What follows belongs to an exercise in optimizing a design on an open flow for small area; a production flow would make more cautious choices. Only simulation tests tie the RTL to the original design; equivalence was not proved. No driver is modelled on the clock port, so clocking that relies on it looks cheaper here than on a real chip. Power and IR drop assume default switching activity.

==> design/flow/design.v <==
module dht_reading (
    input  wire [39:0] frame,
    input  wire [2:0]  rh,         
    input  wire [2:0]  rt,         
    input  wire        unit,       
    output wire [15:0] hum_raw,
    output wire        temp_sign,
    output wire [14:0] temp_mag,
    output wire [15:0] hum_out,    
    output wire [17:0] temp_out    
);
    assign hum_raw   = frame[39:24];
    assign temp_sign = frame[23];
    assign temp_mag  = frame[22:8];
    function [16:0] sub17(input [16:0] a, input [16:0] b);
        integer k;
        reg w;
        begin
            w = 1'b0;
            for (k = 0; k < 17; k = k + 1) begin
                sub17[k] = a[k] ^ b[k] ^ w;
                w = (~a[k] & b[k]) | (~(a[k] ^ b[k]) & w);
            end
        end
    endfunction
    function [16:0] add17(input [16:0] a, input [16:0] b, input ci);
        integer k;
        reg c;
        begin
            c = ci;
            for (k = 0; k < 17; k = k + 1) begin
                add17[k] = a[k] ^ b[k] ^ c;
                c = (a[k] & b[k]) | (c & (a[k] ^ b[k]));
            end
        end
    endfunction
    wire [16:0] hq = sub17({2'd0, hum_raw[15:1]}, {14'd0, rh});
    assign hum_out = {hq[14:0], 1'b0};
    wire        s  = temp_sign;
    wire [3:0]  v  = s ? {1'b0, rt} + 4'd5 : {1'b0, rt};
    wire [16:0] x  = sub17({3'd0, temp_mag[14:1]}, {13'd0, v});
    wire [11:0] c;
    wire [12:0] br;
    assign c[0] = x[0];
    assign c[1] = x[1];
    assign br[2] = 1'b0;
    genvar i;
    generate
        for (i = 2; i < 12; i = i + 1) begin : g_div5
            assign c[i]    = x[i] ^ c[i-2] ^ br[i];
            assign br[i+1] = (~x[i] & c[i-2]) | (~(x[i] ^ c[i-2]) & br[i]);
        end
    endgenerate
    wire [16:0] k  = add17({5'd0, c}, {11'd0, 4'd10, s, 1'b0}, 1'b0);
    wire [16:0] p  = unit ? {1'b0, k[11:0], 2'b00} : {14'd0, s, 2'b00};
    wire [16:0] w  = add17(x, p, 1'b0);
    assign temp_out = {w ^ {17{s}}, 1'b0};
endmodule
module dht_fsm (
    input  wire        clk,
    input  wire        rst,         
    input  wire [1:0]  cmd,         
    input  wire        unit,        
    input  wire        line_in,     
    input  wire [31:0] now,         
    output wire        line_dir,    
    output wire        line_drv,    
    output wire        busy,
    output wire [2:0]  err_out,
    output wire [39:0] frame_out,
    output wire [15:0] hum_raw,
    output wire        temp_sign,
    output wire [14:0] temp_mag,
    output wire [15:0] hum_out,
    output wire [17:0] temp_out
);
    localparam [2:0] IDLE         = 3'd0,
                     START_LOW    = 3'd1,
                     ACK_WAIT_LOW = 3'd2,
                     ACK_LOW      = 3'd3,
                     ACK_HIGH     = 3'd4,
                     BIT_LOW      = 3'd5,
                     BIT_HIGH     = 3'd6,
                     VALIDATE     = 3'd7;
    reg [39:0] frame;
    reg [31:0] acc;
    reg [7:0]  ck_sum;
    reg        ck_bad;
    reg [31:0] t_start;
    reg [2:0]  err;
    reg [2:0]  phase;
    reg [5:0]  bitcnt;
    reg [2:0]  rh_acc, rt_acc;
    reg [2:0]  rh, rt;
    wire [31:0] e;
    wire [32:0] bw;
    assign bw[0] = 1'b0;
    genvar i;
    generate
        for (i = 0; i < 32; i = i + 1) begin : g_sub
            assign e[i]    = now[i] ^ t_start[i] ^ bw[i];
            assign bw[i+1] = (~now[i] & t_start[i]) | (~(now[i] ^ t_start[i]) & bw[i]);
        end
    endgenerate
    wire hi11 = |e[31:11];            
    wire hi7  = hi11 | (|e[10:7]);    
    wire ge2000 = hi11 | (&e[10:6] & (e[5] | e[4]));
    wire ge40   = hi7 | e[6] | (e[5] & (e[4] | e[3]));
    wire ge100  = hi7 | (e[6] & e[5] & (e[4] | e[3] | e[2]));
    wire ge66   = hi7 | (e[6] & (e[5] | e[4] | e[3] | e[2] | e[1]));
    wire ge20   = hi7 | e[6] | e[5] | (e[4] & (e[3] | e[2]));
    wire gt100  = hi7 | (e[6] & e[5] & (e[4] | e[3] | (e[2] & (e[1] | e[0]))));
    wire sym    = e[6] | (e[5] & e[4] & (e[3] | e[2] | e[1]));    
    wire bad    = ~ge20 | gt100;
    wire [2:0] bpos = ~bitcnt[2:0];           
    wire [7:0] ck_base = (bitcnt == 6'd0) ? 8'd0 : ck_sum;
    wire [8:0] ck_cy;
    wire [7:0] ck_next;
    assign ck_cy[0] = 1'b0;
    generate
        for (i = 0; i < 8; i = i + 1) begin : g_ck
            wire inj = sym & (bpos == i);
            assign ck_next[i] = ck_base[i] ^ (ck_cy[i] | inj);
            assign ck_cy[i+1] = ck_base[i] & (ck_cy[i] | inj);
        end
    endgenerate
    wire ck_bad_bit = sym ^ ck_sum[bpos];
    wire ck_ok = ~ck_bad;
    wire shift = (phase == BIT_HIGH) & ~line_in & ~bad;
    function [2:0] m5step(input [2:0] r, input b);
        case ({r, b})
            4'b000_0: m5step = 3'd0; 4'b000_1: m5step = 3'd1;
            4'b001_0: m5step = 3'd2; 4'b001_1: m5step = 3'd3;
            4'b010_0: m5step = 3'd4; 4'b010_1: m5step = 3'd0;
            4'b011_0: m5step = 3'd1; 4'b011_1: m5step = 3'd2;
            4'b100_0: m5step = 3'd3; 4'b100_1: m5step = 3'd4;
            default:  m5step = 3'bxxx;
        endcase
    endfunction
    always @(posedge clk) begin
        if (shift) begin
            if (!bitcnt[5]) begin
                acc    <= {acc[30:0], sym};
                ck_sum <= ck_next;
            end else
                ck_bad <= ((bitcnt[2:0] == 3'd0) ? 1'b0 : ck_bad) | ck_bad_bit;
            bitcnt <= bitcnt + 6'd1;
            if (bitcnt < 6'd15)
                rh_acc <= m5step((bitcnt == 6'd0) ? 3'd0 : rh_acc, sym);
            if (bitcnt >= 6'd17 && bitcnt <= 6'd30)
                rt_acc <= m5step((bitcnt == 6'd17) ? 3'd0 : rt_acc, sym);
        end else if (phase == ACK_HIGH)
            bitcnt <= 6'd0;
    end
    reg line_go, tmo;
    always @* begin
        line_go = 1'b0;
        tmo     = 1'b0;
        case (phase)
            START_LOW:    begin line_go = ge2000;   tmo = 1'b0;  end
            ACK_WAIT_LOW: begin line_go = ~line_in; tmo = ge40;  end
            ACK_LOW:      begin line_go = line_in;  tmo = ge100; end
            ACK_HIGH:     begin line_go = ~line_in; tmo = ge100; end
            BIT_LOW:      begin line_go = line_in;  tmo = ge66;  end
            BIT_HIGH:     begin line_go = ~line_in; tmo = ~line_in & bad; end
            default:      begin line_go = 1'b1;     tmo = 1'b0;  end
        endcase
    end
    always @(posedge clk)
        if (line_go | tmo)
            t_start <= now;
    always @(posedge clk) begin
        if (rst) begin
            frame <= 40'd0;
            rh    <= 3'd0;
            rt    <= 3'd0;
            err   <= 3'd0;
            phase <= IDLE;
        end else begin
            case (phase)
                IDLE: begin
                    if (cmd == 2'b01)
                        phase <= START_LOW;
                    else if (cmd == 2'b10)
                        err <= 3'd0;
                end
                VALIDATE: begin
                    if (ck_ok) begin
                        frame <= {acc, ck_sum};
                        rh    <= rh_acc;
                        rt    <= rt_acc;
                    end else
                        err <= 3'd3;
                    phase <= IDLE;
                end
                default: begin
                    if (tmo) begin
                        phase <= IDLE;
                        case (phase)
                            BIT_LOW:  err <= 3'd1;
                            BIT_HIGH: err <= 3'd2;
                            default:  err <= 3'd4;
                        endcase
                    end else if (line_go)
                        phase <= (phase == BIT_HIGH) ? ((bitcnt == 6'd39) ? VALIDATE : BIT_LOW)
                                                     : phase + 3'd1;
                end
            endcase
        end
    end
    assign line_dir  = (phase == START_LOW);
    assign line_drv  = (phase != START_LOW);
    assign busy      = (phase != IDLE);
    assign err_out   = err;
    assign frame_out = frame;
    dht_reading u_reading (
        .frame     (frame),
        .rh        (rh),
        .rt        (rt),
        .unit      (unit),
        .hum_raw   (hum_raw),
        .temp_sign (temp_sign),
        .temp_mag  (temp_mag),
        .hum_out   (hum_out),
        .temp_out  (temp_out)
    );
endmodule
==> design/flow/flow/run.sh <==
#!/bin/bash
# Layout flow: the standard ORFS flow with three changes.
#  1. Synthesis: the standard flow's synthesis script, except that full/half adders are
#     not extracted into fa/ha cells and ABC maps with an area-oriented
#     script (flow/abc_area.script). Registers are inferred and mapped by
#     the unchanged steps before ABC, so they match the standard synthesis.
#  2. Port buffers use the smallest buffer cell (buf_1).
#  3. Clock tree: clkbuf_8 buffers, no dummy loads; after CTS each clock
#     buffer is downsized while the estimated flip-flop clock-pin slew stays
#     under 110 ps (flow/downsize_clk.tcl).
# Each tool's output goes to a log of its own here and under orfs/logs.
set -o pipefail
HERE=$(pwd)
export BUFFER_PORTS_ARGS="-buffer_cell sky130_fd_sc_hd__buf_1"
export POST_CTS_TCL="$HERE/flow/downsize_clk.tcl"
export CLK_SLEW_EST_LIMIT=0.110
export CTS_ARGS="-sink_clustering_enable -repair_clock_nets -buf_list sky130_fd_sc_hd__clkbuf_8 -dont_use_dummy_load"

SYN=$FLOW_HOME/scripts/synth.tcl
L=$(grep -n "^# Technology mapping of adders" "$SYN" | cut -d: -f1)
sed "$((L+1))s|^if {\$|if {0 \&\& |; s|log_cmd abc {\*}\$abc_args|log_cmd abc -script $HERE/flow/abc_area.script {*}[lrange \$abc_args 2 end]|" "$SYN" > own_synth_core.tcl
sed "s|source \$::env(SCRIPTS_DIR)/synth.tcl|source $HERE/own_synth_core.tcl|" synth_recipe.tcl > own_synth.tcl
grep -q "abc_area.script" own_synth_core.tcl || { echo "synth patch failed" > synth.log; exit 1; }
grep -q "own_synth_core.tcl" own_synth.tcl || { echo "synth patch failed" > synth.log; exit 1; }

MK=$(grep '^make ' standard.sh | sed "s|SYNTH_SCRIPT=[^ ]*|SYNTH_SCRIPT=$HERE/own_synth.tcl|; s|\"\${@:-finish}\"|synth|")
echo "$MK" > synth_cmd.log
eval "$MK" > synth.log 2>&1 || exit 1
bash standard.sh finish > standard.log 2>&1
==> design/flow/flow/abc_area.script <==
strash
&get -n
&st
&deepsyn -I 20 -J 5
&dch -f
&nf -p
&put
strash
&get -n
&st
&deepsyn -I 20 -J 5
&dch -f
&nf -p
&put
==> design/flow/flow/downsize_clk.tcl <==
# Downsize clock-tree buffers while the estimated flip-flop clock-pin slew
# stays under a margin. Sourced after CTS (POST_CTS_TCL).
proc clk_worst_slew {} {
  set w 0.0
  foreach p [get_pins -hierarchical */CLK] {
    set s [get_property $p slew_max]
    if {$s > $w} { set w $s }
  }
  return $w
}
set limit [expr {[info exists ::env(CLK_SLEW_EST_LIMIT)] ? $::env(CLK_SLEW_EST_LIMIT) : 0.075}]
estimate_parasitics -placement
puts "clock downsizing: start worst clk slew [clk_worst_slew], limit $limit"
set cands {sky130_fd_sc_hd__clkbuf_2 sky130_fd_sc_hd__clkbuf_4}
foreach inst [get_cells clkbuf_*_clk] {
  set orig [get_property $inst ref_name]
  foreach c $cands {
    if {$c eq $orig} { break }
    replace_cell $inst $c
    estimate_parasitics -placement
    set w [clk_worst_slew]
    if {$w <= $limit} {
      puts "clock downsizing: [get_full_name $inst] $orig -> $c (worst $w)"
      set orig $c
      break
    }
    replace_cell $inst $orig
  }
}
estimate_parasitics -placement
puts "clock downsizing: end worst clk slew [clk_worst_slew]"
==> design/flow/standard.sh <==
#!/bin/bash
# synth_recipe.tcl (not shown) runs the flow's synth.tcl, then flattens the netlist and writes it again
# the make line also repeats each setting of config.mk as NAME=value (left out here)
make -C /OpenROAD-flow-scripts/flow DESIGN_CONFIG=/design/flow/config.mk WORK_HOME=/design/flow/orfs CLKGATE_MAP_FILE= SYNTH_SCRIPT=/design/flow/synth_recipe.tcl "${@:-finish}"
==> design/flow/config.mk <==
export PLATFORM = sky130hd
export DESIGN_NAME = dht_fsm
export DESIGN_NICKNAME = dht_fsm
export VERILOG_FILES = /design/flow/design.v
export SDC_FILE = /design/flow/constraint.sdc
export NUM_CORES = 4
export LEC_CHECK = 0
export CAP_MARGIN = 20
export CORE_MARGIN = 2
export CORE_UTILIZATION = 40
export SLEW_MARGIN = 20
==> design/flow/constraint.sdc <==
create_clock -name core_clock -period 20.0 [get_ports {clk}]
set_input_delay 4.0000 -clock core_clock [delete_from_list [all_inputs] [get_ports {clk}]]
set_output_delay 4.0000 -clock core_clock [all_outputs]
set_load 0.01 [all_outputs]
==> flow_summary.toml, run 1 <==
[outcome]
status = "complete, no violations"

[power]
ir_drop_uv = 65.8
power.total_mw = 1.01
p_per_area_nw_per_um2 = 120
p_leak_nw = 2.99

[synth]
synth_top_family_by_area = "compound AO/OA/AOI/OAI gates"
synth_fa_ha_area_share_pct = 1.44
synth_xor_area_share_pct = 14.3
synth_seq_cells = 137
synth.area.top_cells = "edfxtp_1, dfxtp_1, xnor2_1"
synth_warnings = 2
synth_area_sq_um = 7630
seq_area_frac_synth_pct = 47.1
synth_cell_types = 60
synth_largest_area_cell = "edfxtp_1"
synthMuxAreaShare_pct = 0.541
avgSynthCellArea_sq_um = 10.6
synthCells = 722
synth_compound_area_share_pct = 16.1
synth_top_flop_cell = "edfxtp_1"
async_flop_share_pct = 0
synth_edf_count = 85
synth_top_area_share_pct = 33.5
synth-simple-area-share_pct = 15.9

[sta]
hold_ws_ns = 0.428
setup_tns_ns = 0
finalHoldViolCount = 0
relSlewSlack_pct = 45.2
setup_viol = 0
max_freq_ghz = 0.0783
rsz0062_at_grt = "no"
post-route-min-period_ns = 12.76
period_share_pct = 63.8
drv_slew = 0
final.setup_skew_ns = 0.0399
worst_pin_slew_ns = 0.802

[layout]
fillers = 1792
fin_util_pct = 45.2
antenna_cells = 0
nets = 898
layout-drive-gt1-share_pct = 3.03
final_area_sq_um = 8460
areaGrowthSynthToFinish_pct = 10.9

[worst_hold_path]
worstHoldPathType = "register to register"

[setup_path]
crit_required_ns = 16.00
worstPathCellList = "buf_1 > nand2_1 > xnor2_1 > a22oi_1 > o21ai_0 > a31oi_1 > o21ai_0 > maj3_1 > maj3_1 > maj3_1 > a2111oi_0 > o211ai_1 > a31oi_1 > maj3_1 > maj3_1 > mux2i_1 > buf_1"
max_stage_delay_ns = 0.75
endpoint_kind = "output pin"
crit_path_frequent_cell = "maj3_1"
critPathKind = "input port to output pin"
crit_slowest_cell = "a2111oi_0"
cp-start-kind = "input port"
crit_fanout = 11
arrival_ns = 8.76

[drt]
drt_wl_total_um = 14600
drc = 0
initialDrtViolationCount = 261
wl_per_cell_um = 13.4
via_per_inst = 5.09
vias = 5554
drtPass1Iterations = 4
ant_nets = 0

[die]
io-pin-count = 150
dieArea_sq_um = 20200
die-width_um = 142
rows = 50
die_y_um = 142
coreArea_sq_um = 18700
start_util_pct = 40.8

[grt]
grt_max_degree = 47
groute.usage.overall_pct = 15.0
antenna_found_initial = 0
grt-ovfl-total = 0
grt_pass1_wl_um = 24300
grt_pass1_vias = 5043

[clocking]
clk_latency_ns = 0.71
cts.clk_slew.worst_paths_ns = 0.10
cts_tree = "done"
clock-sinks = 137

[placed_design]
placed_area_sq_um = 8270
routabilityCongestion = 0.788
place_hpwl_um = 10600
portBuffers = 147

[job]
cap_violations = 0
==> sequential cells by signal (all words and copies together), names as in the netlist <==
register and flops:
bitcnt 6, err 3, frame 40, rt 3, rt_acc 3, rh_acc 3
ck_sum 8, t_start 32, acc 32, phase 3, rh 3, ck_bad 1
==> metal layers <==
layer	vias to the layer above	track usage (%)	routed length, um
li1	2882	-	-
met1	2539	20.1	7310
met2	129	24.0	6640
met3	4	4.41	639
met4	0	3.42	48
met5	-	0	0
==> layout by cell type, fill, tap and decap left out, types with 3 or more instances in the layout <==
master,n
or3_1,9
nor2_1,35
o31a_1,3
buf_4,5
clkbuf_8,6
nand4_1,3
edfxtp_1,85
maj3_1,11
a21boi_0,3
o211ai_1,7
buf_1,147
a21oi_1,38
or2_0,6
nor3b_1,4
nand2_1,46
nor2b_1,29
clkinv_1,23
xnor2_1,64
nand2b_1,39
and3_1,6
mux2i_1,3
dfxtp_1,52
clkbuf_4,10
a21o_1,5
a22oi_1,4
o21ai_0,30
nand3_1,16
o31ai_1,4
xor2_1,32
nor3_1,14
and2_0,7
a31oi_1,6
a211oi_1,5
a22o_1,46
xnor3_1,10
o21a_1,3
nor4_1,4
==> area by class of cell <==
cell class,count,area [sq um],area share (%)
sequential,137,3590,42.5
multi-input combinational,528,3710,43.8
tap,234,293,3.46
clock buffer,17,163,1.92
timing repair buffer,153,617,7.29
inverter,23,86.3,1.02
==> critical path: cells and delay by family <==
family / cells / cell delay, ns
mux: 1 / 0.23
buf+inv: 2 / 0.52
xor+xnor: 1 / 0.17
simple gates: 1 / 0.18
fa+ha+maj: 5 / 1.74
compound gates: 7 / 1.92
==> metrics by stage <==
step	std cells	worst slack, ns
floorplan	723	7.98
global placement	1074	7.36
finish	1092	7.24
global route	1092	6.73
detailed placement	1074	7.22
==> Yosys cell counts, types with 15 or more instances <==
library cell / number
edfxtp_1: 85
xnor2_1: 64
dfxtp_1: 52
a22o_1: 46
nand2_1: 46
nand2b_1: 39
a21oi_1: 38
nor2_1: 37
buf_4: 35
xor2_1: 32
o21ai_0: 30
nor2b_1: 29
clkinv_1: 23
nand3_1: 16
nor3_1: 15
==> power by group <==
part / internal [mW] / switching [mW]
Combinational: 0.222 / 0.273
Clock: 0.0502 / 0.0841
Sequential: 0.352 / 0.0310
Total: 0.624 / 0.388
==> final timing paths <==
check / start / cells after the start / slack, ns / to
worst max-delay path: unit / 17 / 7.24 / temp_out[17]
worst min-delay path: acc[10] / 0 / 0.43 / acc[11]
worst max register to register: t_start[1] / 15 / 14.44 / rt_acc[0]
worst min register to register: acc[10] / 0 / 0.43 / acc[11]
==> cells by family after synthesis <==
kind of cell | after synthesis
AND/OR/NAND/NOR | 229
AO/OA/AOI/OAI | 175
flip-flops | 137
XOR/XNOR | 107
buffers and inverters | 58
adder cells (fa/ha/maj) | 11
multiplexers | 4
other | 1
==> run 2: changes to the inputs <==
==> design/flow/flow/abc_area.script (replaced) <==
strash
&get -n
&st
&dc2
&dch -f
&nf -a -p
&put
==> run 2 against run 1 <==
Still clean on timing, DRC and antenna. Non-clock buffer count unchanged. Sequential cell count unchanged. Setup slack got worse by 0.75 ns. Sequential share of layout area decreased by 0.10 points. Cell area rose by 0.24%. Via count is 2.8% higher. Final cell count increased by 5.9%. Critical path depth shrank 1. Core utilization hardly changed. Combinational power down 55%. Synthesized cell count grew 8.7%. Hold slack got worse by 0.0073 ns. Critical path type unchanged. Highest routed layer unchanged.
==> flow_summary.toml, run 2 <==
[sta]
setup_viol = 0
worst_slack_ns = 6.48
hold_ws_ns = 0.421
relSlewSlack_pct = 39.9
rsz0062_at_grt = "no"
post-route-min-period_ns = 13.52
setup_tns_ns = 0
period_share_pct = 67.6
finalHoldViolCount = 0
drv_slew = 0
max_freq_ghz = 0.0740
final.setup_skew_ns = 0.0378
worst_pin_slew_ns = 0.901

[setup_path]
crit_required_ns = 16.00
r2r-start = "t_start[1]"
crit_fanout = 14
cp-start-kind = "input port"
arrival_ns = 9.52
endpoint_kind = "output pin"
critPathKind = "input port to output pin"
crit_start = "unit"

[synth]
synth_most_common_cell = "nand2_1"
synth.area.top_cells = "edfxtp_1, dfxtp_1, xnor2_1"
synth_top_area_share_pct = 33.3
synth_seq_cells = 137
synth_cell_types = 53
synthCells = 785
synth_top_flop_cell = "edfxtp_1"
synth_edf_count = 85
seq_area_frac_synth_pct = 46.9
synth_area_sq_um = 7670
avgSynthCellArea_sq_um = 9.77
synth_commonest_cells = "nand2_1, edfxtp_1, xnor2_1"
async_flop_share_pct = 0
synth_warnings = 2
synth_largest_area_cell = "edfxtp_1"

[layout]
largest_reg_flops = 40
areaGrowthSynthToFinish_pct = 10.6
fillers = 1876
fin_util_pct = 45.2
regMostFlops = "frame"
nets = 961
mostFrequentLayoutCell = "buf_1"
reg.largest.list = "frame: 40 flops, acc: 32 flops, t_start: 32 flops"
final_cells = 1156
layout_common_cells = "buf_1, nand2_1, edfxtp_1, xnor2_1, a21oi_1"
layout-drive-gt1-share_pct = 2.93

[die]
dieArea_sq_um = 20300
rows = 50
start_util_pct = 40.9
io-pin-count = 150
die-width_um = 142
coreArea_sq_um = 18800
die_y_um = 142

[placed_design]
routabilityCongestion = 0.804
pre_cts_slack_ns = 6.45
portBuffers = 147
numPlacedInstances = 1138
place_hpwl_um = 10800

[clocking]
cts.clk_slew.worst_paths_ns = 0.10
cts_tree = "done"
clk_latency_ns = 0.72
clock-sinks = 137

[drt]
wl_per_cell_um = 13.1
via_per_inst = 4.94
drc = 0
initialDrtViolationCount = 288
vias = 5707
drtPass1Iterations = 4
ant_nets = 0
drt_wl_total_um = 15100

[grt]
groute.usage.overall_pct = 15.4
grt_pass1_vias = 5268
antenna_found_initial = 1
grt_pass1_wl_um = 25100
grt-ovfl-total = 0
grt_max_degree = 53

[worst_hold_path]
min_from = "acc[5]"
worstHoldPathType = "register to register"

[job]
cap_violations = 0

[power]
p_per_area_nw_per_um2 = 85.1
ir_drop_uv = 61.4
p_leak_nw = 2.78

[outcome]
status = "complete, no violations"
==> run 2: metal layers <==
metal / vias up / GRT usage (%) / routed length (um)
met5: - / 0 / 0
met4: 0 / 4.38 / 206
met3: 16 / 4.17 / 508
met2: 113 / 24.8 / 6920
met1: 2600 / 20.3 / 7450
li1: 2978 / - / -
==> run 2: layout make-up <==
class                   instances  area (sq um)  share of cell area, %
diodes                          1          2.50                 0.0295
well taps                     234           293                   3.45
multi-input cells             581          3710                   43.7
clock buffers                  17           163                   1.92
inverters                      33           124                   1.46
repair buffers                153           598                   7.05
flip-flops and latches        137          3590                   42.4
==> run 2: stage by stage <==
| step | power [mW] | area, sq um |
|---|---|---|
| after global placement | 0.592 | 8320 |
| after floorplan | 0.539 | 7670 |
| after global routing | 0.776 | 8480 |
| after detailed placement | 0.594 | 8320 |
| final | 0.722 | 8480 |
==> run 2: worst paths after layout <==
| path | cells past startpoint | end | slack (ns) |
|---|---|---|---|
| setup reg to reg | 17 | acc[24] | 13.85 |
| hold reg to reg | 0 | acc[6] | 0.42 |
| setup / recovery | 16 | temp_out[17] | 6.48 |
| hold / removal | 0 | acc[6] | 0.42 |
==> run 2: cell families after synthesis <==
| family | synth area share (%) |
|---|---|
| AOI/OAI and AO/OA | 12.1 |
| and+or+nand+nor | 16.5 |
| DFF | 46.9 |
| buffers and inverters | 5.04 |
| muxes | 0.277 |
| xor gates and xnor gates | 15.5 |
| adders and majority gates | 3.66 |
| other | 0.0489 |
==> run 2: power breakdown <==
group,switching (mW),total [mW],internal [mW]
Combinational,0.129,0.221,0.0918
Clock,0.0853,0.136,0.0502
Sequential,0.0215,0.365,0.344
Total,0.236,0.722,0.486
==> run 2: critical path, cell delays in order <==
cell,delay (ns)
buf_1,0.38
a211oi_1,0.20
maj3_1,0.43
maj3_1,0.41
maj3_1,0.40
maj3_1,0.41
maj3_1,0.40
maj3_1,0.40
maj3_1,0.41
maj3_1,0.40
maj3_1,0.40
maj3_1,0.40
maj3_1,0.39
nor2_1,0.12
xor2_1,0.18
buf_1,0.17
==> run 3: changes to the inputs <==
==> design/flow/flow/abc_area.script (replaced) <==
strash
&get -n
&st
&deepsyn -I 20 -J 5
&dch -f
&nf -p
&put
strash
&get -n
&st
&deepsyn -I 20 -J 5
&dch -f
&nf -p
&put
==> design/flow/config.mk (replaced) <==
export PLATFORM = sky130hd
export DESIGN_NAME = dht_fsm
export DESIGN_NICKNAME = dht_fsm
export VERILOG_FILES = /design/flow/design.v
export SDC_FILE = /design/flow/constraint.sdc
export NUM_CORES = 4
export LEC_CHECK = 0
export CAP_MARGIN = 0
export CORE_MARGIN = 2
export CORE_UTILIZATION = 60
export GPL_TIMING_DRIVEN = 0
export SLEW_MARGIN = 0
==> run 3 against run 2 <==
Register-to-register slack improved by 0.44 ns. Still clean. Die area is 33% lower. Clock skew increased by 0.020 ns. Global-route usage up 6.9 points. Via count is 2.9% higher. Area after synthesis shrank 0.52%. Critical endpoint unchanged. Count of clock-buffer cells in the layout stayed put. Critical path depth is 2 higher. Sequential power is 5% higher. Critical path type unchanged. Maximum frequency increased by 3.8%. First-iteration DRC count grew 26%. Total power is 41% higher.
==> flow_summary.toml, run 3 <==
[layout]
fillers = 969
largest_reg_flops = 40
final_cells = 1067
reg.largest.list = "frame: 40 flops, acc: 32 flops, t_start: 32 flops"
antenna_cells = 0
layout_common_cells = "buf_1, edfxtp_1, xnor2_1, dfxtp_1"
regMostFlops = "frame"
areaGrowthSynthToFinish_pct = 13.6
mostFrequentLayoutCell = "buf_1"
layout-drive-gt1-share_pct = 7.04
nets = 935

[sta]
drv_slew = 0
period_share_pct = 65.1
rsz0062_at_grt = "no"
setup_viol = 0
max_freq_ghz = 0.0768
finalHoldViolCount = 0
relSlewSlack_pct = 40.4
post-route-min-period_ns = 13.03
final.setup_skew_ns = 0.0575
worst_pin_slew_ns = 0.889
setup_tns_ns = 0

[synth]
synth_seq_cells = 137
synth_top_flop_cell = "edfxtp_1"
synth_area_sq_um = 7630
avgSynthCellArea_sq_um = 10.6
synth_warnings = 2
synth.area.top_cells = "edfxtp_1, dfxtp_1, xnor2_1"
synth_top_area_share_pct = 33.5
synth_commonest_cells = "edfxtp_1, xnor2_1, dfxtp_1"
synth_largest_area_cell = "edfxtp_1"
async_flop_share_pct = 0
synth_most_common_cell = "edfxtp_1"
synth_edf_count = 85
seq_area_frac_synth_pct = 47.1
synth_cell_types = 60
synthCells = 722

[placed_design]
portBuffers = 147
place_hpwl_um = 11200
numPlacedInstances = 1050
routabilityCongestion = 0.855

[drt]
initialDrtViolationCount = 362
ant_nets = 0
vias = 5873
via_per_inst = 5.50
drtPass1Iterations = 5
drt_wl_total_um = 14900
drc = 0
wl_per_cell_um = 14.0

[power]
ir_drop_uv = 76.0
switchingPower_mw = 0.397
p_leak_nw = 3.19
combPwrFrac_pct = 49.5
pwr-share-clk_pct = 12.8
p_sw_share_pct = 39.1
seqPwrFrac_pct = 37.8
p_int_mw = 0.620
p_per_area_nw_per_um2 = 117

[clocking]
clock-sinks = 137
cts.clk_slew.worst_paths_ns = 0.10
cts_tree = "done"
clk_latency_ns = 0.72

[grt]
grt_pass1_vias = 5405
grt_pass1_wl_um = 24100
grt-ovfl-total = 0
grt_max_degree = 43
antenna_found_initial = 0
groute.usage.overall_pct = 22.3

[setup_path]
critPathKind = "input port to output pin"
crit_required_ns = 16.00
crit_fanout = 11
endpoint_kind = "output pin"
arrival_ns = 9.03
cp-start-kind = "input port"

[die]
rows = 41
dieArea_sq_um = 13600
io-pin-count = 150
start_util_pct = 60.9
coreArea_sq_um = 12500
die_y_um = 117
die-width_um = 117

[worst_hold_path]
worstHoldPathType = "register to register"

[outcome]
status = "complete, no violations"

[job]
cap_violations = 0
## run 3: changes by cell type after synthesis, moves of 5 or more
cell and delta:
maj3_1 -17, a22o_1 +46, nand2_1 -78, nor2b_1 +7, xnor2_1 -19, xnor3_1 +5
xor2_1 -8, a21oi_1 -34, clkinv_1 -10, nand3_1 +8, or2_0 +5
## run 3: worst max-delay path: stages
cell       delay, ns
buf_1           0.40
nand2_1         0.19
xnor2_1         0.18
a22oi_1         0.21
o21ai_0         0.17
a31oi_1         0.17
o21ai_0         0.14
maj3_1          0.43
maj3_1          0.41
maj3_1          0.41
a2111oi_0       0.72
o211ai_1        0.24
a31oi_1         0.31
maj3_1          0.28
maj3_1          0.24
mux2i_1         0.24
buf_4           0.15
buf_1           0.14
## run 3: final cells by class
type	instances	area, sq um	area share (%)
inverter	23	86.3	0.996
timing repair buffer	155	648	7.48
sequential	137	3590	41.5
multi-input combinational	528	3710	42.8
buffer	35	263	3.03
tap	172	215	2.48
clock buffer	17	154	1.78
## run 3: worst paths after layout
path                                 start  cells after the start      endpoint  slack, ns
worst max-delay path                  unit                     18  temp_out[17]       6.97
worst min-delay path                acc[8]                      0        acc[9]       0.43
worst max register to register  t_start[1]                     17      phase[0]      14.29
worst min register to register      acc[8]                      0        acc[9]       0.43
## run 3: power by group through the flow
stage	registers [mW]	clock network, mW	logic, mW
finish	0.384	0.130	0.503
global route	0.390	0.145	0.564
detailed placement	0.390	0	0.499
global placement	0.389	0	0.478
floorplan	0.385	0	0.396
## run 3: cell families (layout without fill, tap and decap cells)
| family | after synthesis | in the layout | share of synthesized area [%] |
|---|---|---|---|
| AO/OA/AOI/OAI | 175 | 175 | 16.1 |
| XOR/XNOR | 107 | 107 | 14.3 |
| adder cells (fa/ha/maj) | 11 | 11 | 1.44 |
| buffers and inverters | 58 | 230 | 4.58 |
| flip-flops | 137 | 137 | 47.1 |
| multiplexers | 4 | 4 | 0.541 |
| other | 1 | 2 | 0.0492 |
| AND/OR/NAND/NOR | 229 | 229 | 15.9 |
## run 3: per-stage QoR
stage | util, % | cell area, sq um | total power [mW] | hold slack, ns | worst slack (ns)
after floorplan | - | 7630 | 0.781 | 0.427 | 7.98
after global placement | 67.1 | 8400 | 0.867 | 0.432 | 7.13
after detailed placement | 68.0 | 8510 | 0.890 | 0.434 | 6.99
after global routing | 69.3 | 8670 | 1.10 | 0.453 | 6.57
final | 69.3 | 8670 | 1.02 | 0.433 | 6.97
## run 3: metal layers
layer,share of wire [%],GRT usage [%],routed length [um],vias to the layer above
li1,-,-,-,2962
met1,45,28.0,6780,2719
met2,48,37.8,7180,170
met3,4.8,5.29,718,22
met4,1.6,8.24,235,0
met5,0,0,0,-
==> run 4: changes to the inputs <==
--- a/design/flow/config.mk
+++ b/design/flow/config.mk
@@ -7,6 +7,5 @@
 export LEC_CHECK = 0
 export CAP_MARGIN = 0
 export CORE_MARGIN = 2
-export CORE_UTILIZATION = 60
-export GPL_TIMING_DRIVEN = 0
+export CORE_UTILIZATION = 70
 export SLEW_MARGIN = 0
==> run 4 against run 3 <==
Still clean. Register-to-register slack lost 0.38 ns. Non-clock buffer count is 41 lower. Die area decreased by 14%. Setup slack gained 0.094 ns. Critical path depth fell by 1. Sequential share of layout area increased by 2.0 points. First-iteration DRC count is 21% higher. Maximum frequency rose by 0.73%. Sequential cell count did not move. Largest cell class unchanged.
==> flow_summary.toml, run 4 <==
[sta]
setup_tns_ns = 0
rsz0062_at_grt = "no"
relSlewSlack_pct = 22.6
finalHoldViolCount = 0
worst_pin_slew_ns = 1.16
drv_slew = 0
post-route-min-period_ns = 12.93
worst_slack_ns = 7.07
period_share_pct = 64.7
final.setup_skew_ns = 0.0430
setup_viol = 0
max_freq_ghz = 0.0773

[drt]
vias = 5860
initialDrtViolationCount = 437
drt_wl_total_um = 15300
drtPass1Iterations = 6
via_per_inst = 5.90
wl_per_cell_um = 15.4
drc = 0
ant_nets = 0

[power]
p_per_area_nw_per_um2 = 123
combPwrFrac_pct = 49.4
seqPwrFrac_pct = 38.0
pwr-share-clk_pct = 12.6
p_sw_share_pct = 39.7
switchingPower_mw = 0.403
p_leak_nw = 2.95
p_int_mw = 0.613
ir_drop_uv = 82.7
power.total_mw = 1.02

[synth]
synth_top_area_share_pct = 33.5
synth_xor_area_share_pct = 14.3
async_flop_share_pct = 0
synth_commonest_cells = "edfxtp_1, xnor2_1, dfxtp_1"
synth_top_flop_cell = "edfxtp_1"
synth_cell_types = 60
synthCells = 722
avgSynthCellArea_sq_um = 10.6
synth_fa_ha_area_share_pct = 1.44
synth-simple-area-share_pct = 15.9
synth_edf_count = 85
synth_top_family_by_area = "compound AO/OA/AOI/OAI gates"
synth_most_common_cell = "edfxtp_1"
synth_area_sq_um = 7630
synth_largest_area_cell = "edfxtp_1"
synth_warnings = 2
synth.area.top_cells = "edfxtp_1, dfxtp_1, xnor2_1"
synth_compound_area_share_pct = 16.1
seq_area_frac_synth_pct = 47.1
synth_seq_cells = 137
synthMuxAreaShare_pct = 0.541

[clocking]
cts.clk_slew.worst_paths_ns = 0.10
cts_tree = "done"
clock-sinks = 137
clk_latency_ns = 0.55

[setup_path]
critPathBufInv = 2
endpoint_kind = "output pin"
critPathKind = "input port to output pin"
cp-start-kind = "input port"
crit_slowest_cell = "a2111oi_0"
crit_fanout = 11
arrival_ns = 8.93
timing.rr.end = "rt_acc[2]"
r2r-start = "t_start[1]"
crit_required_ns = 16.00
max_stage_delay_ns = 0.72
critPathTopFamily = "compound AO/OA/AOI/OAI gates"
rr_worst_depth = 14
worstPathCellList = "buf_1 > nand2_1 > xnor2_1 > a22oi_1 > o21ai_0 > a31oi_1 > o21ai_0 > maj3_1 > maj3_1 > maj3_1 > a2111oi_0 > o211ai_1 > a31oi_1 > maj3_1 > maj3_1 > mux2i_1 > buf_1"
reg2reg_slack_ns = 13.91
crit_path_frequent_cell = "maj3_1"

[layout]
nets = 894
layout_common_cells = "buf_1, edfxtp_1, xnor2_1, dfxtp_1"
fillers = 761
areaGrowthSynthToFinish_pct = 8.48
reg.largest.list = "frame: 40 flops, acc: 32 flops, t_start: 32 flops"
mostFrequentLayoutCell = "buf_1"
regMostFlops = "frame"
layout-drive-gt1-share_pct = 2.58
antenna_cells = 0
largest_reg_flops = 40

[job]
cap_violations = 0

[worst_hold_path]
hold_end = "acc[29]"
worstHoldPathType = "register to register"
min_from = "acc[28]"
holdPathStages = 0

[placed_design]
place_hpwl_um = 11000
routabilityCongestion = 0.879
pre_cts_slack_ns = 7.18
portBuffers = 147

[die]
io-pin-count = 150
coreArea_sq_um = 10700
rows = 38
dieArea_sq_um = 11700
die_y_um = 108
start_util_pct = 71.0
die-width_um = 108

[grt]
grt_pass1_wl_um = 24800
grt_max_degree = 47
antenna_found_initial = 0
grt-ovfl-total = 0
groute.usage.overall_pct = 26.8
grt_pass1_vias = 5531

[outcome]
status = "complete, no violations"
## run 4: layer usage
metal / track usage [%] / vias to the layer above / wire length, um
met2: 45.7 / 185 / 7500
met3: 5.61 / 28 / 840
met4: 11.1 / 0 / 301
li1: - / 2870 / -
met5: 0 / - / 0
met1: 33.3 / 2777 / 6630
## run 4: power by group through the flow
stage               Sequential, mW  Clock [mW]  Combinational [mW]
finish                       0.386       0.128               0.502
global route                 0.391       0.141               0.565
detailed placement           0.391           0               0.496
global placement             0.387           0               0.480
floorplan                    0.385           0               0.396
## run 4: kinds of logic after synthesis
group	Yosys count
xor gates and xnor gates	107
AOI/OAI and AO/OA	175
DFF	137
other	1
buffers and inverters	58
and+or+nand+nor	229
muxes	4
adders and majority gates	11
## run 4: area by class of cell
cell class                      instances  area (sq um)  share of cell area (%)
Multi-Input combinational cell        528          3710                    44.8
Sequential cell                       137          3590                    43.4
Timing Repair Buffer                  149           567                    6.85
Tap cell                              140           175                    2.12
Clock buffer                           17           144                    1.74
Inverter                               23          86.3                    1.04
## run 4: how the worst max path moves through the flow
stage | endpoint | slack, ns | cells past startpoint | start
after global placement | temp_out[16] | 7.43 | 17 | unit
after detailed placement | temp_out[16] | 7.18 | 17 | unit
final | temp_out[16] | 7.07 | 17 | unit
after floorplan | temp_out[17] | 7.98 | 16 | unit
after global routing | temp_out[16] | 6.76 | 17 | unit
## run 4: metrics by stage
| stage | hold WS (ns) | cells | utilization (%) | instance area [sq um] |
|---|---|---|---|---|
| floorplan | 0.427 | 723 | - | 7630 |
| global placement | 0.431 | 977 | 75.7 | 8130 |
| detailed placement | 0.435 | 977 | 75.7 | 8130 |
| global route | 0.440 | 994 | 77.0 | 8270 |
| finish | 0.433 | 994 | 77.0 | 8270 |
==> run 5: changes to the inputs <==
--- a/design/flow/config.mk
+++ b/design/flow/config.mk
@@ -7,5 +7,6 @@
 export LEC_CHECK = 0
 export CAP_MARGIN = 0
 export CORE_MARGIN = 2
-export CORE_UTILIZATION = 70
+export CORE_UTILIZATION = 80
+export PLACE_DENSITY = 0.85
 export SLEW_MARGIN = 0
==> run 5 against run 4 <==
Still clean. Total power rose by 1.8%. Combinational power rose by 2%. Register-to-register slack got worse by 0.25 ns. Maximum frequency fell by 1.1%. Cell area barely moved. Clock power rose by 5%. Sequential power barely moved. Critical path type unchanged. Largest cell class unchanged.
==> flow_summary.toml, run 5 <==
[drt]
drtPass1Iterations = 7
ant_nets = 0
wl_per_cell_um = 17.9
vias = 6197
via_per_inst = 6.30
initialDrtViolationCount = 458
drt_wl_total_um = 17600
drc = 0

[grt]
grt_pass1_vias = 5991
grt_max_degree = 47
antenna_found_initial = 0
groute.usage.overall_pct = 34.8
grt-ovfl-total = 0
grt_pass1_wl_um = 28100

[placed_design]
portBuffers = 147
place_hpwl_um = 12300
routabilityCongestion = 0.898
placed_area_sq_um = 8120

[job]
cap_violations = 0

[die]
start_util_pct = 82.5
coreArea_sq_um = 9240
io-pin-count = 150
dieArea_sq_um = 10300
die_y_um = 102
die-width_um = 102
rows = 35

[sta]
finalHoldViolCount = 0
final.setup_skew_ns = 0.0438
setup_tns_ns = 0
setup_viol = 0
drv_slew = 0
period_share_pct = 65.4
post-route-min-period_ns = 13.08
worst_pin_slew_ns = 1.21
relSlewSlack_pct = 19.0
rsz0062_at_grt = "no"
max_freq_ghz = 0.0765

[clocking]
cts_tree = "done"
clk_latency_ns = 0.43
cts.clk_slew.worst_paths_ns = 0.09
clock-sinks = 137

[layout]
mostFrequentLayoutCell = "buf_1"
areaGrowthSynthToFinish_pct = 8.43
nets = 894
largest_reg_flops = 40
layout_common_cells = "buf_1, edfxtp_1, xnor2_1, dfxtp_1"
antenna_cells = 0
final_area_sq_um = 8270
fillers = 434
layout-drive-gt1-share_pct = 2.58
reg.largest.list = "frame: 40 flops, acc: 32 flops, t_start: 32 flops"
regMostFlops = "frame"

[synth]
synth_largest_area_cell = "edfxtp_1"
synth_area_sq_um = 7630
synth_top_flop_cell = "edfxtp_1"
synth_cell_types = 60
synth_warnings = 2
avgSynthCellArea_sq_um = 10.6
synth_top_area_share_pct = 33.5
synth_commonest_cells = "edfxtp_1, xnor2_1, dfxtp_1"
synth_seq_cells = 137
synth_most_common_cell = "edfxtp_1"
async_flop_share_pct = 0
seq_area_frac_synth_pct = 47.1
synth_edf_count = 85
synthCells = 722
synth.area.top_cells = "edfxtp_1, dfxtp_1, xnor2_1"

[setup_path]
rr_worst_depth = 14
crit_required_ns = 16.00
cp-start-kind = "input port"
crit_path_frequent_cell = "maj3_1"
max_stage_delay_ns = 0.80
crit_slowest_cell = "a2111oi_0"
critPathKind = "input port to output pin"
endpoint_kind = "output pin"
crit_fanout = 11
worstPathCellList = "buf_1 > nand2_1 > xnor2_1 > a22oi_1 > o21ai_0 > a31oi_1 > o21ai_0 > maj3_1 > maj3_1 > maj3_1 > a2111oi_0 > o211ai_1 > a31oi_1 > maj3_1 > maj3_1 > mux2i_1 > buf_1"
arrival_ns = 9.08

[power]
ir_drop_uv = 107
p_per_area_nw_per_um2 = 125
p_leak_nw = 2.96

[outcome]
status = "complete, no violations"

[worst_hold_path]
worstHoldPathType = "register to register"
holdPathStages = 0
-- run 5: cell counts after synthesis --
No cell type changed its count.
-- run 5: worst paths after layout --
path / startpoint / end / slack (ns)
max: unit / temp_out[16] / 6.92
min: acc[13] / acc[14] / 0.45
min reg2reg: acc[13] / acc[14] / 0.45
max reg2reg: t_start[0] / rt_acc[2] / 13.66
-- run 5: final cells by class --
type                       count  area, sq um  area share [%]
clock buffer                  17          154            1.86
multi-input combinational    528         3710            44.8
timing repair buffer         149          567            6.85
tap                          129          161            1.95
sequential                   137         3590            43.4
inverter                      23         86.3            1.04
-- run 5: layer usage --
metal	wire length [um]	vias up	global-route usage [%]
li1	-	2873	-
met1	6710	2908	42.5
met2	9100	357	61.3
met3	1270	59	6.76
met4	507	0	12.8
met5	0	-	0
-- run 5: worst max-delay path, delay by kind of cell --
kind            cells  cell delay [ns]
compound gates      7             2.10
xor+xnor            1             0.20
fa+ha+maj           5             1.80
buf+inv             2             0.55
mux                 1             0.23
simple gates        1             0.19
-- run 5: kinds of logic (layout without fill, tap and decap cells) --
logic type / Yosys count / count (layout) / synth area share [%]
buffers and inverters: 58 / 189 / 4.58
xor gates and xnor gates: 107 / 107 / 14.3
and+or+nand+nor: 229 / 229 / 15.9
adders and majority gates: 11 / 11 / 1.44
AOI/OAI and AO/OA: 175 / 175 / 16.1
muxes: 4 / 4 / 0.541
other: 1 / 2 / 0.0492
DFF: 137 / 137 / 47.1
-- run 5: where the power goes --
part	internal [mW]	total, mW	switching [mW]
combinational	0.217	0.513	0.297
sequential	0.352	0.387	0.0345
clock	0.0482	0.134	0.0857
total	0.617	1.03	0.417
-- run 5: metrics by stage --
step	hold slack [ns]	power (mW)	setup slack (ns)	cells	util, %
2_1_floorplan	0.427	0.781	7.98	723	-
3_3_place_gp	0.431	0.865	7.44	966	87.8
3_5_place_dp	0.436	0.891	6.99	966	87.8
5_1_grt	0.460	1.10	6.48	983	89.5
6_report	0.447	1.03	6.92	983	89.5
==> run 6: changes to the inputs <==
--- a/design/flow/config.mk
+++ b/design/flow/config.mk
@@ -7,6 +7,6 @@
 export LEC_CHECK = 0
 export CAP_MARGIN = 0
 export CORE_MARGIN = 2
-export CORE_UTILIZATION = 80
-export PLACE_DENSITY = 0.85
+export CORE_UTILIZATION = 88
+export PLACE_DENSITY = 0.93
 export SLEW_MARGIN = 0
==> run 6 against run 5 <==
Area after synthesis stayed put. The flow now stops in 3_1_place_gp_skip_io. Synthesized cell count did not move.
==> flow_summary.toml, run 6 <==
[synth]
synth_top_flop_cell = "edfxtp_1"
synth_area_sq_um = 7630
synth_seq_cells = 137
synth_warnings = 2
synth_largest_area_cell = "edfxtp_1"
synth.area.top_cells = "edfxtp_1, dfxtp_1, xnor2_1"
synth_most_common_cell = "edfxtp_1"
synth_top_area_share_pct = 33.5
seq_area_frac_synth_pct = 47.1
avgSynthCellArea_sq_um = 10.6
synth_commonest_cells = "edfxtp_1, xnor2_1, dfxtp_1"
synth_cell_types = 60
synth_edf_count = 85
synthCells = 722
async_flop_share_pct = 0

[outcome]
status = "aborted with a tool error"
error = "[ERROR GPL-0301] Utilization 102.191 % exceeds 100%."
lastStage = "3_1_place_gp_skip_io"

[die]
die-width_um = 97.1
die_y_um = 97.1
rows = 33
start_util_pct = 91.9
[run 6: logic make-up after synthesis]
| logic type | share of synthesized area, % |
|---|---|
| flops | 47.1 |
| simple gates | 15.9 |
| other cells | 0.0492 |
| xor+xnor | 14.3 |
| fa+ha+maj | 1.44 |
| compound gates | 16.1 |
| mux | 0.541 |
| buf+inv | 4.58 |
==> run 7: changes to the inputs <==
==> design/flow/config.mk (replaced) <==
export PLATFORM = sky130hd
export DESIGN_NAME = dht_fsm
export DESIGN_NICKNAME = dht_fsm
export VERILOG_FILES = /design/flow/design.v
export SDC_FILE = /design/flow/constraint.sdc
export NUM_CORES = 4
export LEC_CHECK = 0
export CAP_MARGIN = 20
export CORE_MARGIN = 2
export CORE_UTILIZATION = 60
export SLEW_MARGIN = 20
==> run 7 against run 6 <==
Area after synthesis is the same. Now clean on timing, DRC and antenna. Synthesized cell count unchanged.
==> flow_summary.toml, run 7 <==
[outcome]
status = "complete, no violations"

[setup_path]
crit_slowest_cell = "a2111oi_0"
crit_path_frequent_cell = "maj3_1"
cp-start-kind = "input port"
endpoint_kind = "output pin"
critPathBufInv = 2
worstPathCellList = "buf_1 > nand2_1 > xnor2_1 > a22oi_1 > o21ai_0 > a31oi_1 > o21ai_0 > maj3_1 > maj3_1 > maj3_1 > a2111oi_0 > o211ai_1 > a31oi_1 > maj3_1 > maj3_1 > mux2i_1 > buf_1"
critPathTopFamily = "compound AO/OA/AOI/OAI gates"
crit_fanout = 11
arrival_ns = 8.92
critPathKind = "input port to output pin"
crit_required_ns = 16.00
max_stage_delay_ns = 0.73

[grt]
groute.usage.overall_pct = 21.8
top_usage_layer = "met2"
use_met3_pct = 4.41
grtUsageMet1_pct = 28.6
grt_max_degree = 47
grt_pass1_vias = 5103
antenna_found_initial = 1
grt_pass1_wl_um = 23400
grt-ovfl-total = 0
use_met2_pct = 36.1

[drt]
drtPass1Iterations = 5
via_per_inst = 5.57
wl_per_cell_um = 14.3
vias = 5733
drt_wl_total_um = 14700
initialDrtViolationCount = 365
drc = 0
ant_nets = 0

[synth]
seq_area_frac_synth_pct = 47.1
synth.area.top_cells = "edfxtp_1, dfxtp_1, xnor2_1"
synth_top_area_share_pct = 33.5
synthCells = 722
async_flop_share_pct = 0
synth_top_flop_cell = "edfxtp_1"
synth_most_common_cell = "edfxtp_1"
synth_area_sq_um = 7630
avgSynthCellArea_sq_um = 10.6
synth_edf_count = 85
synth_largest_area_cell = "edfxtp_1"
synth_commonest_cells = "edfxtp_1, xnor2_1, dfxtp_1"
synth_warnings = 2
synth_seq_cells = 137
synth_cell_types = 60

[power]
ir_drop_uv = 72.1
p_per_area_nw_per_um2 = 121
power.total_mw = 1.01
p_leak_nw = 2.97

[sta]
drv_slew = 0
worst_slack_ns = 7.08
max_freq_ghz = 0.0774
relSlewSlack_pct = 41.5
worst_pin_slew_ns = 0.866
rsz0062_at_grt = "no"
finalHoldViolCount = 0
post-route-min-period_ns = 12.92
setup_tns_ns = 0
period_share_pct = 64.6
final.setup_skew_ns = 0.0593
setup_viol = 0

[layout]
nets = 896
mostFrequentLayoutCell = "buf_1"
layout_common_cells = "buf_1, edfxtp_1, xnor2_1, dfxtp_1"
regMostFlops = "frame"
areaGrowthSynthToFinish_pct = 9.66
reg.largest.list = "frame: 40 flops, acc: 32 flops, t_start: 32 flops"
layout-drive-gt1-share_pct = 2.80
largest_reg_flops = 40

[clocking]
cts_tree = "done"
clock-sinks = 137
cts.clk_slew.worst_paths_ns = 0.09
clk_latency_ns = 0.69

[die]
dieArea_sq_um = 13600
die-width_um = 117
coreArea_sq_um = 12500
rows = 41
die_y_um = 117
io-pin-count = 150
start_util_pct = 60.9

[worst_hold_path]
worstHoldPathType = "register to register"

[job]
cap_violations = 0

[placed_design]
routabilityCongestion = 0.865
portBuffers = 147
place_hpwl_um = 10800
pre_cts_slack_ns = 7.16
[run 7: cell counts after synthesis]
No cell type changed its count.
[run 7: metrics by stage]
stage	cell area [sq um]	instances	util [%]	hold slack, ns
3_5_place_dp	8190	1010	65.4	0.440
5_1_grt	8360	1029	66.8	0.445
3_3_place_gp	8170	1009	65.3	0.431
6_report	8360	1029	66.8	0.413
2_1_floorplan	7630	723	-	0.427
[run 7: cell type report]
cell class / instances / area (sq um)
flip-flops and latches: 137 / 3590
multi-input cells: 528 / 3710
fillers: 1029 / 4150
diodes: 1 / 2.50
well taps: 172 / 215
clock buffers: 17 / 151
repair buffers: 151 / 607
inverters: 23 / 86.3
[run 7: final timing paths]
path                   start           end  slack [ns]  cells past startpoint
setup / recovery        unit  temp_out[16]        7.08                     17
hold / removal       acc[10]       acc[11]        0.41                      0
setup reg to reg  t_start[1]     rt_acc[1]       14.29                     15
hold reg to reg      acc[10]       acc[11]        0.41                      0
[run 7: cell families (layout without fill, tap and decap cells)]
group | after synthesis | in the layout | synth area share (%)
and+or+nand+nor | 229 | 229 | 15.9
AOI/OAI and AO/OA | 175 | 175 | 16.1
DFF | 137 | 137 | 47.1
xor gates and xnor gates | 107 | 107 | 14.3
buffers and inverters | 58 | 191 | 4.58
adders and majority gates | 11 | 11 | 1.44
muxes | 4 | 4 | 0.541
other | 1 | 3 | 0.0492
[run 7: report_power, final]
part / total (mW) / leakage [nW] / switching, mW / internal [mW]
Combinational: 0.499 / 1.66 / 0.282 / 0.217
Sequential: 0.384 / 1.23 / 0.0315 / 0.352
Clock: 0.129 / 0.0898 / 0.0826 / 0.0462
[run 7: layer usage]
metal	share of wire, %	vias to the layer above
met1	47	2684
met5	0	-
met4	1.4	0
met3	4.1	18
met2	48	146
li1	-	2885
==> run 8: changes to the inputs <==
--- a/design/flow/design.v
+++ b/design/flow/design.v
@@ -112,20 +112,22 @@
     wire gt100  = hi7 | (e[6] & e[5] & (e[4] | e[3] | (e[2] & (e[1] | e[0]))));
     wire sym    = e[6] | (e[5] & e[4] & (e[3] | e[2] | e[1]));    
     wire bad    = ~ge20 | gt100;
-    wire [2:0] bpos = ~bitcnt[2:0];           
-    wire [7:0] ck_base = (bitcnt == 6'd0) ? 8'd0 : ck_sum;
-    wire [8:0] ck_cy;
-    wire [7:0] ck_next;
-    assign ck_cy[0] = 1'b0;
+    wire       ck_add   = ~bitcnt[5];                  
+    wire       ck_first = (bitcnt[5:3] == 3'd0);       
+    wire [7:0] ck_u;
+    wire [7:0] ck_c;
+    assign ck_u[7] = ck_first ? sym : ck_sum[7] ^ (sym & ck_add);
+    assign ck_c[7] = ~ck_first & ck_add & ck_sum[7] & sym;
     generate
-        for (i = 0; i < 8; i = i + 1) begin : g_ck
-            wire inj = sym & (bpos == i);
-            assign ck_next[i] = ck_base[i] ^ (ck_cy[i] | inj);
-            assign ck_cy[i+1] = ck_base[i] & (ck_cy[i] | inj);
+        for (i = 0; i < 7; i = i + 1) begin : g_ck
+            wire cin = ((i == 0) ? ck_c[7] : ck_c[i-1]) & (bitcnt[2:0] > i);
+            assign ck_u[i] = ck_sum[i] ^ cin;
+            assign ck_c[i] = ck_sum[i] & cin;
         end
     endgenerate
-    wire ck_bad_bit = sym ^ ck_sum[bpos];
-    wire ck_ok = ~ck_bad;
+    wire [7:0] ck_next    = {ck_u[6:0], ck_u[7]};
+    wire       ck_bad_bit = sym ^ ck_sum[7];
+    wire       ck_ok      = ~ck_bad;
     wire shift = (phase == BIT_HIGH) & ~line_in & ~bad;
     function [2:0] m5step(input [2:0] r, input b);
         case ({r, b})
@@ -139,10 +141,10 @@
     endfunction
     always @(posedge clk) begin
         if (shift) begin
-            if (!bitcnt[5]) begin
+            ck_sum <= ck_next;
+            if (!bitcnt[5])
                 acc    <= {acc[30:0], sym};
-                ck_sum <= ck_next;
-            end else
+            else
                 ck_bad <= ((bitcnt[2:0] == 3'd0) ? 1'b0 : ck_bad) | ck_bad_bit;
             bitcnt <= bitcnt + 6'd1;
             if (bitcnt < 6'd15)
==> design/flow/flow/run.sh (replaced) <==
#!/bin/bash
# Layout flow: the standard ORFS flow with three changes.
#  1. Synthesis: the standard flow's synthesis script, except that only full adders
#     (not half adders) are extracted into fa cells and ABC maps with an
#     area-oriented script (flow/abc_area.script). Registers are inferred and
#     mapped by the unchanged steps before ABC, so they match the standard
#     synthesis.
#  2. Port buffers use the smallest buffer cell (buf_1).
#  3. Clock tree: clkbuf_8 buffers, no dummy loads; after CTS each clock
#     buffer is downsized while the estimated flip-flop clock-pin slew stays
#     under 120 ps (flow/downsize_clk.tcl).
# Each tool's output goes to a log of its own here and under orfs/logs.
set -o pipefail
HERE=$(pwd)
export BUFFER_PORTS_ARGS="-buffer_cell sky130_fd_sc_hd__buf_1"
export POST_CTS_TCL="$HERE/flow/downsize_clk.tcl"
export CLK_SLEW_EST_LIMIT=0.120
export CTS_ARGS="-sink_clustering_enable -repair_clock_nets -buf_list sky130_fd_sc_hd__clkbuf_8 -dont_use_dummy_load"

SYN=$FLOW_HOME/scripts/synth.tcl
sed "s|extract_fa {\*}\[dont_use_extract_fa_args\]|extract_fa -fa|; s|log_cmd abc {\*}\$abc_args|log_cmd abc -script $HERE/flow/abc_area.script {*}[lrange \$abc_args 2 end]|" "$SYN" > own_synth_core.tcl
sed "s|source \$::env(SCRIPTS_DIR)/synth.tcl|source $HERE/own_synth_core.tcl|" synth_recipe.tcl > own_synth.tcl
grep -q "extract_fa -fa" own_synth_core.tcl || { echo "synth patch failed" > synth.log; exit 1; }
grep -q "abc_area.script" own_synth_core.tcl || { echo "synth patch failed" > synth.log; exit 1; }
grep -q "own_synth_core.tcl" own_synth.tcl || { echo "synth patch failed" > synth.log; exit 1; }

MK=$(grep '^make ' standard.sh | sed "s|SYNTH_SCRIPT=[^ ]*|SYNTH_SCRIPT=$HERE/own_synth.tcl|; s|\"\${@:-finish}\"|synth|")
echo "$MK" > synth_cmd.log
eval "$MK" > synth.log 2>&1 || exit 1
bash standard.sh finish > standard.log 2>&1
==> design/flow/flow/abc_area.script (replaced) <==
strash
&get -n
&st
&deepsyn -I 20 -J 5
&dch -f
&nf -p
&put
strash
&get -n
&st
&deepsyn -I 20 -J 5
&dch -f
&nf -p
&put
strash
&get -n
&st
&deepsyn -I 20 -J 5
&dch -f
&nf -p
&put
strash
&get -n
&st
&deepsyn -I 20 -J 5
&dch -f
&nf -p
&put
==> design/flow/config.mk (replaced) <==
export PLATFORM = sky130hd
export DESIGN_NAME = dht_fsm
export DESIGN_NICKNAME = dht_fsm
export VERILOG_FILES = /design/flow/design.v
export SDC_FILE = /design/flow/constraint.sdc
export NUM_CORES = 4
export LEC_CHECK = 0
export CAP_MARGIN = 0
export CORE_MARGIN = 2
export CORE_UTILIZATION = 70
export SLEW_MARGIN = 0
==> run 8 against run 7 <==
Still clean. Synthesized cell count shrank 21%. Register-to-register slack got worse by 8.0 ns. Hold slack gained 0.028 ns. Final cell count decreased by 19%. Clock skew shrank 0.0060 ns. Maximum frequency decreased by 23%. Critical path type is now input port to register. Largest cell class is now registers. Highest routed layer unchanged.
==> flow_summary.toml, run 8 <==
[outcome]
status = "complete, no violations"

[sta]
post-route-min-period_ns = 16.88
drv_slew = 0
setup_viol = 0
max_freq_ghz = 0.0593
relSlewSlack_pct = 26.3
hold_ws_ns = 0.442
worst_pin_slew_ns = 1.10
rsz0062_at_grt = "no"
period_share_pct = 84.4
final.setup_skew_ns = 0.0534
setup_tns_ns = 0
finalHoldViolCount = 0

[grt]
grt_max_degree = 48
grt_pass1_vias = 4733
grt_pass1_wl_um = 21800
grt-ovfl-total = 0
groute.usage.overall_pct = 25.1
antenna_found_initial = 0

[die]
dieArea_sq_um = 10900
io-pin-count = 150
die-width_um = 104
start_util_pct = 72.3
rows = 36
coreArea_sq_um = 9770
die_y_um = 104

[layout]
regMostFlops = "frame"
reg.largest.list = "frame: 40 flops, acc: 32 flops, t_start: 32 flops"
areaGrowthSynthToFinish_pct = 8.82
largest_reg_flops = 40
mostFrequentLayoutCell = "buf_1"
nets = 793
antenna_cells = 0
layout-drive-gt1-share_pct = 3.00
layout_common_cells = "buf_1, edfxtp_1, clkinv_1, fa_1, dfxtp_1"

[clocking]
cts.clk_slew.worst_paths_ns = 0.11
cts_tree = "done"
clk_latency_ns = 0.65
clock-sinks = 137

[drt]
wl_per_cell_um = 15.4
vias = 4735
drt_wl_total_um = 12800
drtPass1Iterations = 5
ant_nets = 0
drc = 0
via_per_inst = 5.69
initialDrtViolationCount = 259

[synth]
synthCells = 568
synth_area_sq_um = 7070
synth_seq_cells = 137
synth_largest_area_cell = "edfxtp_1"
synth_most_common_cell = "edfxtp_1"
synth_edf_count = 85
synth.area.top_cells = "edfxtp_1, fa_1, dfxtp_1"
async_flop_share_pct = 0
synth_commonest_cells = "edfxtp_1, clkinv_1, fa_1"
synth_cell_types = 45
synth_warnings = 2
synth_top_flop_cell = "edfxtp_1"
avgSynthCellArea_sq_um = 12.4
seq_area_frac_synth_pct = 50.9
synth_top_area_share_pct = 36.1

[placed_design]
place_hpwl_um = 9650
routabilityCongestion = 0.846
portBuffers = 147

[setup_path]
crit_required_ns = 20.34
cp-start-kind = "input port"
crit_fanout = 32
max_stage_delay_ns = 0.61
critPathKind = "input port to register"
arrival_ns = 17.22
endpoint_kind = "register"
crit_path_frequent_cell = "fa_1"
crit_slowest_cell = "nand4b_1"

[job]
cap_violations = 0

[power]
p_per_area_nw_per_um2 = 85.3
ir_drop_uv = 79.1
p_leak_nw = 2.81

[worst_hold_path]
worstHoldPathType = "register to register"
run 8: cell types whose count changed after synthesis, sizes merged, moves of 5 or more:
cell	change
nand2b	-30
nor2b	-20
clkinv	+33
fa	+54
o21ai	-6
a21oi	-27
xnor3	-9
xnor2	-45
nand2	-25
maj3	-11
nor2	-10
nand3	-14
or3	-5
run 8: critical path, delay by kind of cell:
family	cells	cell delay, ns
adders and majority gates	30	10.41
and+or+nand+nor	4	1.26
AOI/OAI and AO/OA	2	0.77
buffers and inverters	5	0.63
xor gates and xnor gates	1	0.15
run 8: cells by family after synthesis:
logic type / synth area share [%]
xor+xnor: 6.14
fa+ha+maj: 15.3
mux: 0.159
other cells: 0.0531
compound gates: 11.2
simple gates: 9.58
buf+inv: 6.69
flops: 50.9
run 8: worst paths after layout:
kind,startpoint,end,slack (ns),cells after the start
setup / recovery,now[0],t_start[13],3.12,42
setup reg to reg,t_start[0],t_start[13],6.24,41
hold reg to reg,acc[14],acc[15],0.44,0
hold / removal,acc[14],acc[15],0.44,0
run 8: area by class of cell:
cell class                 instances  area (sq um)
sequential                       137          3590
tap                              133           166
clock buffer                      17           134
multi-input combinational        341          3030
inverter                          56           210
fill                             659          2090
timing repair buffer             148           559
run 8: layer usage:
metal	up-vias	track usage [%]	share of wire, %
li1	2240	-	-
met1	2298	32.6	42
met2	176	41.8	50
met5	-	0	0
met3	21	5.14	6.3
met4	0	9.46	1.7
run 8: through the flow:
step	total power, mW	utilization, %	cell area [sq um]	instances	setup slack, ns
5_1_grt	0.701	78.7	7690	832	2.55
6_report	0.656	78.7	7690	832	3.12
3_3_place_gp	0.531	77.3	7550	815	2.84
3_5_place_dp	0.543	77.3	7550	815	2.53
2_1_floorplan	0.492	-	7070	569	2.98
run 8: power by group:
group	total [mW]	internal, mW	switching, mW	leakage [nW]
sequential	0.353	0.337	0.0162	1.24
clock	0.119	0.0400	0.0791	0.0837
combinational	0.184	0.0737	0.110	1.48
total	0.656	0.450	0.205	2.81
==> run 9: changes to the inputs <==
--- a/design/flow/flow/run.sh
+++ b/design/flow/flow/run.sh
@@ -8,13 +8,13 @@
 #  2. Port buffers use the smallest buffer cell (buf_1).
 #  3. Clock tree: clkbuf_8 buffers, no dummy loads; after CTS each clock
 #     buffer is downsized while the estimated flip-flop clock-pin slew stays
-#     under 120 ps (flow/downsize_clk.tcl).
+#     under 110 ps (flow/downsize_clk.tcl).
 # Each tool's output goes to a log of its own here and under orfs/logs.
 set -o pipefail
 HERE=$(pwd)
 export BUFFER_PORTS_ARGS="-buffer_cell sky130_fd_sc_hd__buf_1"
 export POST_CTS_TCL="$HERE/flow/downsize_clk.tcl"
-export CLK_SLEW_EST_LIMIT=0.120
+export CLK_SLEW_EST_LIMIT=0.110
 export CTS_ARGS="-sink_clustering_enable -repair_clock_nets -buf_list sky130_fd_sc_hd__clkbuf_8 -dont_use_dummy_load"
 
 SYN=$FLOW_HOME/scripts/synth.tcl
==> design/flow/flow/abc_area.script (replaced) <==
strash
&get -n
&st
&deepsyn -I 20 -J 5
&dch -f
&nf -p
&put
strash
&get -n
&st
&deepsyn -I 20 -J 5
&dch -f
&nf -p
&put
==> run 9 against run 8 <==
Highest routed layer unchanged. Critical path depth is 2 lower. Global-route usage fell by 1.1 points. Cell area is 0.39% higher. Combinational power up 2%. Largest power group unchanged. Area after synthesis is 0.21% higher. Clock skew up 0.023 ns. Core utilization up 0.31 points. Synthesized cell count down 1.2%. Still clean on timing, DRC and antenna.
==> flow_summary.toml, run 9 <==
[placed_design]
placed_area_sq_um = 7580
routabilityCongestion = 0.843
pre_cts_slack_ns = 2.72
numPlacedInstances = 809
portBuffers = 147
place_hpwl_um = 9420

[die]
die-width_um = 105
rows = 36
dieArea_sq_um = 10900
die_y_um = 105
coreArea_sq_um = 9770
io-pin-count = 150
start_util_pct = 72.4

[grt]
antenna_found_initial = 0
grt_max_degree = 49
grtUsageMet1_pct = 30.3
use_met3_pct = 4.49
top_usage_layer = "met2"
use_met2_pct = 40.8
grt_pass1_wl_um = 20800

[synth]
synth_most_common_cell = "edfxtp_1"
synth_edf_count = 85
synth_largest_area_cell = "edfxtp_1"
avgSynthCellArea_sq_um = 12.6
synth_warnings = 2
synth_commonest_cells = "edfxtp_1, fa_1, clkinv_1, dfxtp_1, a22o_1"
async_flop_share_pct = 0
synth_area_sq_um = 7080
synth_top_flop_cell = "edfxtp_1"
synthCells = 561
synth_seq_cells = 137

[setup_path]
arrival_ns = 16.90
crit_slowest_cell = "nor2_4"
endpoint_kind = "register"
critPathKind = "input port to register"
crit_required_ns = 20.27
crit_fanout = 32
max_stage_delay_ns = 0.78
cp-start-kind = "input port"

[sta]
hold_ws_ns = 0.431
finalHoldViolCount = 0
period_share_pct = 83.2
setup_tns_ns = 0
worst_slack_ns = 3.37
final.setup_skew_ns = 0.0764
max_freq_ghz = 0.0601
drv_slew = 0
rsz0062_at_grt = "no"

[power]
p_per_area_nw_per_um2 = 85.5
ir_drop_uv = 74.3
p_leak_nw = 2.84

[job]
cap_violations = 0

[layout]
nets = 787
mostFrequentLayoutCell = "buf_1"
regMostFlops = "frame"
layout-drive-gt1-share_pct = 3.17
antenna_cells = 0
final_cells = 826
largest_reg_flops = 40

[drt]
ant_nets = 0
wl_per_cell_um = 15.1
drc = 0
initialDrtViolationCount = 234

[clocking]
clk_latency_ns = 0.66
clock-sinks = 137
cts.clk_slew.worst_paths_ns = 0.10
cts_tree = "done"

[worst_hold_path]
holdPathStages = 0
hold_end = "acc[16]"
min_from = "acc[15]"

[outcome]
status = "complete, no violations"
-- run 9: how the worst max path moves through the flow --
stage            from      end  slack, ns  depth (start not counted)
2_1_floorplan  now[0]   acc[0]       3.08                         39
3_3_place_gp   now[0]  acc[14]       3.12                         40
3_5_place_dp   now[0]  acc[25]       2.72                         40
5_1_grt        now[0]  acc[14]       2.78                         40
6_report       now[0]  acc[15]       3.37                         40
-- run 9: logic make-up (layout without fill, tap and decap cells) --
family / after synthesis / after routing / share of synthesized area [%]
adders and majority gates: 54 / 54 / 15.3
xor gates and xnor gates: 52 / 52 / 6.63
DFF: 137 / 137 / 50.8
buffers and inverters: 87 / 218 / 6.47
and+or+nand+nor: 120 / 120 / 9.12
other: 1 / 2 / 0.0530
muxes: 3 / 3 / 0.442
AOI/OAI and AO/OA: 107 / 107 / 11.3
-- run 9: per-layer routing --
layer,wire (um),vias up
met4,308,0
met3,631,30
li1,-,2226
met1,5160,2218
met2,6390,169
met5,0,-
-- run 9: power by group --
part / total, mW / switching, mW / internal [mW]
Clock: 0.121 / 0.0785 / 0.0429
Sequential: 0.351 / 0.0157 / 0.335
Combinational: 0.188 / 0.112 / 0.0759
Total: 0.660 / 0.206 / 0.454
-- run 9: through the flow --
step	util, %	power (mW)
after floorplan	-	0.490
after global placement	77.5	0.529
after detailed placement	77.5	0.543
after global routing	79.0	0.700
final	79.0	0.660
-- run 9: worst max-delay path: cells and delay by family --
| family | cells | cell delay (ns) |
|---|---|---|
| adder cells (fa/ha/maj) | 30 | 10.61 |
| AND/OR/NAND/NOR | 6 | 1.91 |
| buffers and inverters | 4 | 0.34 |
-- run 9: area by class of cell --
class | count | area, sq um
repair buffers | 149 | 567
fillers | 666 | 2060
well taps | 133 | 166
flip-flops and latches | 137 | 3590
inverters | 52 | 195
multi-input cells | 338 | 3060
clock buffers | 17 | 141

Check on run 9: ideal ports give 3.369 ns setup slack; a clkbuf_16 on the clock port and buf_2 on the inputs give 3.373 ns; moving port delays by the midpoint clock arrival (0.654 ns) as well gives 2.719 ns.
